This is an optimization exercise on Yosys and OpenROAD, whose aim is small area, a short achievable clock period and few clock cycles, not a production implementation.
At most, simulation tests tie the RTL to the original design; equivalence was not proved.
Power and IR drop assume default switching activity.

## s1desc_unit
module s1desc_unit (
    input  wire        clk,
    input  wire        rst,
    input  wire        cmd_valid,
    output wire        cmd_ready,
    input  wire [7:0]  cmd_op,
    input  wire [63:0] cmd_a,
    input  wire [64:0] cmd_b,
    input  wire [63:0] cmd_c,
    input  wire [64:0] cmd_d,
    input  wire [2:0]  cmd_attrs,
    output wire        rsp_valid,
    output wire [3:0]  rsp_status,
    output wire [63:0] rsp_data,
    output wire        mem_req,
    output wire        mem_we,
    output wire [47:0] mem_addr,
    output wire [63:0] mem_wdata,
    input  wire        mem_gnt,
    input  wire [63:0] mem_rdata
);
    localparam [3:0] ST_OK              = 4'd0;
    localparam [3:0] E_OPERAND          = 4'd1;
    localparam [3:0] E_NOT_INIT         = 4'd2;
    localparam [3:0] E_SIZE_MISMATCH    = 4'd3;
    localparam [3:0] E_PHYS_OOB         = 4'd4;
    localparam [3:0] E_VIRT_OOB         = 4'd5;
    localparam [3:0] E_ALREADY_MAPPED   = 4'd6;
    localparam [3:0] E_INVALID          = 4'd7;
    localparam [3:0] E_ATTR_MEM         = 4'd8;
    localparam [3:0] E_ATTR_AP          = 4'd9;
    localparam [3:0] E_ALREADY_ENABLED  = 4'd10;
    localparam [3:0] E_REFUSED          = 4'd15;
    reg s_lk;        
    reg s_lkd;       
    reg s_mchk;      
    reg s_mr0;       
    reg s_fin;       
    reg s_mr1;       
    reg s_mw;        
    reg s_mr;        
    reg        rdy_q;
    reg        rv_q;
    reg [3:0]  rs_q;
    reg [47:0] rd_q;             
    reg        rd53_q, rd54_q;   
    reg        initialized;
    reg        mmu_m;            
  ...
Size: about 1,900 cells after synthesis, ~190 flip-flops, ~520 I/O pins, ~16,000 um^2 of cells after synthesis.
clock: 10.0 ns
lec_check: 0
cap_margin: 20
core_margin: 2
core_utilization: 40
cts_buf_list: sky130_fd_sc_hd__clkbuf_4 sky130_fd_sc_hd__clkbuf_8
slew_margin: 20
standard.sh (not shown) runs the stock make flow with config.mk's settings and CLKGATE_MAP_FILE= SYNTH_SCRIPT=/design/flow/synth_recipe.tcl, a recipe that flattens the netlist after the stock synthesis.
==> flow/flow/run.sh <==
#!/bin/bash
# The standard layout; repair_timing aims below the 10 ns constraint and
# the port buffers use the smallest buffer cell.
set -euo pipefail
bash standard.sh SETUP_SLACK_MARGIN=6.0 "BUFFER_PORTS_ARGS=-buffer_cell sky130_fd_sc_hd__buf_1" finish > flow_standard.log 2>&1
==> next run, changes <==
==> flow/flow/run.sh (replaced) <==
#!/bin/bash
# The standard layout; repair_timing aims below the 10 ns constraint and
# the port buffers use the smallest buffer cell.
set -euo pipefail
bash standard.sh SETUP_SLACK_MARGIN=6.5 "BUFFER_PORTS_ARGS=-buffer_cell sky130_fd_sc_hd__buf_1" finish > flow_standard.log 2>&1
Effect: Via count goes up by 1.4%. Clock power grows by 13%. Core utilization goes up by 2.2 points. Setup slack is better by 0.30 ns. Count of clock-buffer cells in the layout is unchanged. Routed wire length rose by about 2.4%. Final area increases by 4.9%. Clock skew climbs by 0.0062 ns.
No run of this note included a check of the RTL's function; only the layout flow was run.


## north
Another version of the RTL of s1desc_unit (not shown whole).
For scale: ~1900 cells after synthesis, ~130 flip-flops, about 0.015 sq mm of cells after synthesis.
Settings: LEC_CHECK=0, CAP_MARGIN=20, CORE_MARGIN=2, CORE_UTILIZATION=40, CTS_BUF_LIST=sky130_fd_sc_hd__clkbuf_4 sky130_fd_sc_hd__clkbuf_8, SLEW_MARGIN=20; clock period 10.0 ns.
==> flow/flow/run.sh <==
#!/bin/bash
# The standard layout (standard.sh, unchanged synthesis), with two
# changes to how it is built: repair_timing aims for 6.8 ns of setup slack
# against the unchanged 10 ns constraint, and the port buffers that
# buffer_ports inserts use the smallest buffer cell. The whole ORFS output
# goes to flow_standard.log; per-step logs stay under orfs/logs/.
set -euo pipefail
bash standard.sh SETUP_SLACK_MARGIN=6.8 "BUFFER_PORTS_ARGS=-buffer_cell sky130_fd_sc_hd__buf_1" finish > flow_standard.log 2>&1
Testbench counts of north, summed over its fixed seeds: cycles 27,274.
Modified inputs, south compared to north
# north
export LEC_CHECK = 0
export CAP_MARGIN = 20
export CORE_MARGIN = 2
export CORE_UTILIZATION = 40
export CTS_BUF_LIST = sky130_fd_sc_hd__clkbuf_4 sky130_fd_sc_hd__clkbuf_8
export SLEW_MARGIN = 20
create_clock -name core_clock -period 10.0 [get_ports {clk}]
# south
export LEC_CHECK = 0
export CAP_MARGIN = 20
export CORE_MARGIN = 2
export CORE_UTILIZATION = 40
export CTS_BUF_LIST = sky130_fd_sc_hd__clkbuf_4 sky130_fd_sc_hd__clkbuf_8
export SLEW_MARGIN = 20
export TNS_END_PERCENT = 5
create_clock -name core_clock -period 10.0 [get_ports {clk}]
Results
Every run in the comparison, south and north, completed the flow with a clean layout.
Detailed-route vias per instance ends up lower on south.
Non-clock buffer area fraction after layout ended up 5.9 points lower on south than on north.
Compared with north, south improves first-pass GRT wire length.
Delta (south minus north): non-clock buffer count in the final layout fell 79; layout-stage area growth over the synthesis result down 16 points.
Comparing final area for south and north, the smaller number came from south.
Routed length per instance down about 1.5% in south wrt north
Footprint of the multi-input gates: south vs north down 820 sq um
Looking at part of the power in combinational logic, south sits 6.2 points lower than north does.
[inputs] east vs south
==> flow/flow/run.sh <==
#!/bin/bash
# The standard layout (standard.sh, unchanged synthesis), with two
# changes to how it is built: repair_timing aims for 6.5 ns of setup slack
# against the unchanged 10 ns constraint, and the port buffers that
# buffer_ports inserts use the smallest buffer cell. The whole ORFS output
# goes to flow_standard.log; per-step logs stay under orfs/logs/.
set -euo pipefail
bash standard.sh SETUP_SLACK_MARGIN=6.5 "BUFFER_PORTS_ARGS=-buffer_cell sky130_fd_sc_hd__buf_1" finish > flow_standard.log 2>&1
Results
- From south to east the numbers moved as follows: worst-skew pair later-pin latency now sits lower, final weighted congestion in routability-driven placement fell 3.1%.
- east: met1 global-route usage is 0.73 points lower than what south reported.
- east vs south, area growth from synthesis to layout went down by 4.3 points.
- east reports a lower via count of the first global-routing pass than south does.
- When east is measured against south, its via count turns out 1.7% lower.
- Looking at east and south, the fraction of synthesis flops using an asynchronous set or reset pin is a wash.
### east -> west
# east
export LEC_CHECK = 0
export CAP_MARGIN = 20
export CORE_MARGIN = 2
export CORE_UTILIZATION = 40
export CTS_BUF_LIST = sky130_fd_sc_hd__clkbuf_4 sky130_fd_sc_hd__clkbuf_8
export SLEW_MARGIN = 20
export TNS_END_PERCENT = 5
create_clock -name core_clock -period 10.0 [get_ports {clk}]
# west
export LEC_CHECK = 0
export CAP_MARGIN = 20
export CORE_MARGIN = 2
export CORE_UTILIZATION = 40
export CTS_BUF_LIST = sky130_fd_sc_hd__clkbuf_4 sky130_fd_sc_hd__clkbuf_8
export SLEW_MARGIN = 20
create_clock -name core_clock -period 10.0 [get_ports {clk}]
==> flow/flow/run.sh <==
#!/bin/bash
# The standard layout (standard.sh, unchanged synthesis), with two
# changes to how it is built: repair_timing aims for 6.3 ns of setup slack
# against the unchanged 10 ns constraint, and the port buffers that
# buffer_ports inserts use the smallest buffer cell. The whole ORFS output
# goes to flow_standard.log; per-step logs stay under orfs/logs/.
set -euo pipefail
bash standard.sh SETUP_SLACK_MARGIN=6.3 "BUFFER_PORTS_ARGS=-buffer_cell sky130_fd_sc_hd__buf_1" finish > flow_standard.log 2>&1
Notes after the runs:
Diff east -> west: shortest period the worst path allows now larger; met2 track demand over resource in global routing decreased 0.42 points; number of global-route vias before repair flat; average wire length per cell after detail routing dropped about 1.6%. Per the comparison of west with east, final worst hold slack now sits lower; final cell count down about 0.5%; core utilization lower. q_gtab[4] as the critical path capture point was reported by west, and q_sz[1] by east.


== main ==
Another version of the RTL of s1desc_unit (not shown whole).
Size in the first run: about 520 I/O pins, roughly 0.015 mm2 of cells after synthesis.
==> flow/config.mk <==
export PLATFORM = sky130hd
export DESIGN_NAME = s1desc_unit
export DESIGN_NICKNAME = s1desc_unit
export VERILOG_FILES = /design/flow/design.v
export SDC_FILE = /design/flow/constraint.sdc
export NUM_CORES = 4
export LEC_CHECK = 0
export CAP_MARGIN = 20
export CORE_MARGIN = 2
export CORE_UTILIZATION = 60
export CTS_BUF_LIST = sky130_fd_sc_hd__clkbuf_4 sky130_fd_sc_hd__clkbuf_8
export PLACE_DENSITY = 0.72
export SLEW_MARGIN = 20
==> flow/constraint.sdc <==
create_clock -name core_clock -period 10.0 [get_ports {clk}]
set_input_delay 2.0000 -clock core_clock [delete_from_list [all_inputs] [get_ports {clk}]]
set_output_delay 2.0000 -clock core_clock [all_outputs]
set_load 0.01 [all_outputs]
==> flow/flow/run.sh <==
#!/bin/bash
# The standard layout (standard.sh, unchanged synthesis), with two
# changes to how it is built: repair_timing aims for 6.5 ns of setup slack
# against the unchanged 10 ns constraint, and the port buffers that
# buffer_ports inserts use the smallest buffer cell. The whole ORFS output
# goes to flow_standard.log; per-step logs stay under orfs/logs/.
set -euo pipefail
bash standard.sh SETUP_SLACK_MARGIN=6.5 "BUFFER_PORTS_ARGS=-buffer_cell sky130_fd_sc_hd__buf_1" finish > flow_standard.log 2>&1
Having completed the whole flow, main delivered a layout that passed the timing, DRC and antenna checks.
Testbench counts of main, summed over its fixed seeds: cycles 27,274.
Input changes introduced in the feature branch (baseline for comparison: main):
Settings: PLACE_DENSITY: 0.72 -> unset; CORE_UTILIZATION: 60 -> 40.
On the feature branch: internal power is 2.2% higher than what main gave. In the metrics for main and the feature branch, the one carrying the lower register-to-register slack is main. | maximum clock rate | lower: main |. main has a higher largest vdd supply drop than the feature branch. Changes observed in the feature branch relative to main: post-route met1 wirelength higher, number of tapcells shows an increase of about 55%.


Setup of the reference run:
Another version of the RTL of s1desc_unit (not shown whole).
Size in the first run: ~2700 cells after synthesis, roughly 340 flip-flops, about 520 I/O pins, about 22000 µm² of cells after synthesis.
Settings: LEC_CHECK=0, CAP_MARGIN=20, CORE_MARGIN=2, CORE_UTILIZATION=40, SLEW_MARGIN=20; clock period 10.0 ns.
run.sh (not shown) runs the stock make flow with config.mk's settings and CLKGATE_MAP_FILE= SYNTH_SCRIPT=/design/flow/synth_recipe.tcl, a recipe that flattens the netlist after the stock synthesis.
Stock flow here: none of the scripts above is used.
Testbench counts of the reference run, summed over its fixed seeds: cycles 27,254.
Here is what was changed in the inputs of the trial run compared with the reference run.
==> flow/flow/run.sh (new file) <==
#!/bin/bash
set -euo pipefail
bash standard.sh SETUP_SLACK_MARGIN=6 finish > flow_standard.log 2>&1
==> flow/standard.sh (new file) <==
#!/bin/bash
# synth_recipe.tcl (not shown) runs the flow's synth.tcl, then flattens the netlist and writes it again
# the make line also repeats each setting of config.mk as NAME=value (left out here)
make -C /OpenROAD-flow-scripts/flow DESIGN_CONFIG=/design/flow/config.mk WORK_HOME=/design/flow/orfs CLKGATE_MAP_FILE= SYNTH_SCRIPT=/design/flow/synth_recipe.tcl "${@:-finish}"
removed: flow/run.sh
Findings:
The trial run: all stages complete, timing, DRC and antenna checks passed. The cell leakage power of the trial run was inferior to that of the reference run. Number of antenna cells inserted was lower in the reference run than in the trial run. Clock power, the reference run and the trial run: smaller value in the reference run. [the trial run vs the reference run] final critical-path required period: lower in the trial run.

==> port drivers added, routing unchanged <==
How much do the figures lean on ideal ports? The routed layouts below were timed once more, with nothing changed but the port constraints.
Step 1 sets driving cells, clkbuf_16 on the clock port and buf_2 on the other inputs (assumed; they add their load-dependent delay and slew).
Step 2 adds t to the input delays and takes it off the output delays; t is the mean of the earliest and latest rising clock arrival at the registers after step 1. Input paths then give back, and output paths get back, about the clock's delay inside the block.
a / b / c = no drivers / after step 1 / after step 2; a / b = the first two.
run	t, ns	setup WS [ns]	hold WS [ns]	latest minus earliest clock arrival (ns)
the first run of note 1	0.568	6.063 / 6.093 / 5.525	0.500 / 0.500 / 0.500	0.022 / 0.022
the second run of note 1	0.581	6.365 / 6.379 / 5.798	0.504 / 0.504 / 0.504	0.026 / 0.026
north	0.530	6.583 / 6.593 / 6.064	0.456 / 0.456 / 0.456	0.019 / 0.019
south	0.526	6.477 / 6.464 / 5.938	0.472 / 0.472 / 0.472	0.031 / 0.031
east	0.499	6.354 / 6.376 / 5.877	0.465 / 0.465 / 0.465	0.022 / 0.022
west	0.516	6.324 / 6.346 / 5.831	0.462 / 0.462 / 0.462	0.023 / 0.023
main	0.520	6.355 / 6.348 / 5.828	0.476 / 0.476 / 0.476	0.015 / 0.015
the feature branch	0.534	6.432 / 6.448 / 5.913	0.466 / 0.466 / 0.466	0.016 / 0.017
the reference run	0.639	4.297 / 4.297 / 4.297	0.464 / 0.464 / 0.464	0.015 / 0.015
the trial run	0.649	5.549 / 5.549 / 5.141	0.469 / 0.469 / 0.469	0.030 / 0.029
After both steps every run listed still meets setup and hold. The setup slack of the second run of note 1, which loses most, moves by +0.014 ns with the drivers and by -0.567 ns with both steps.
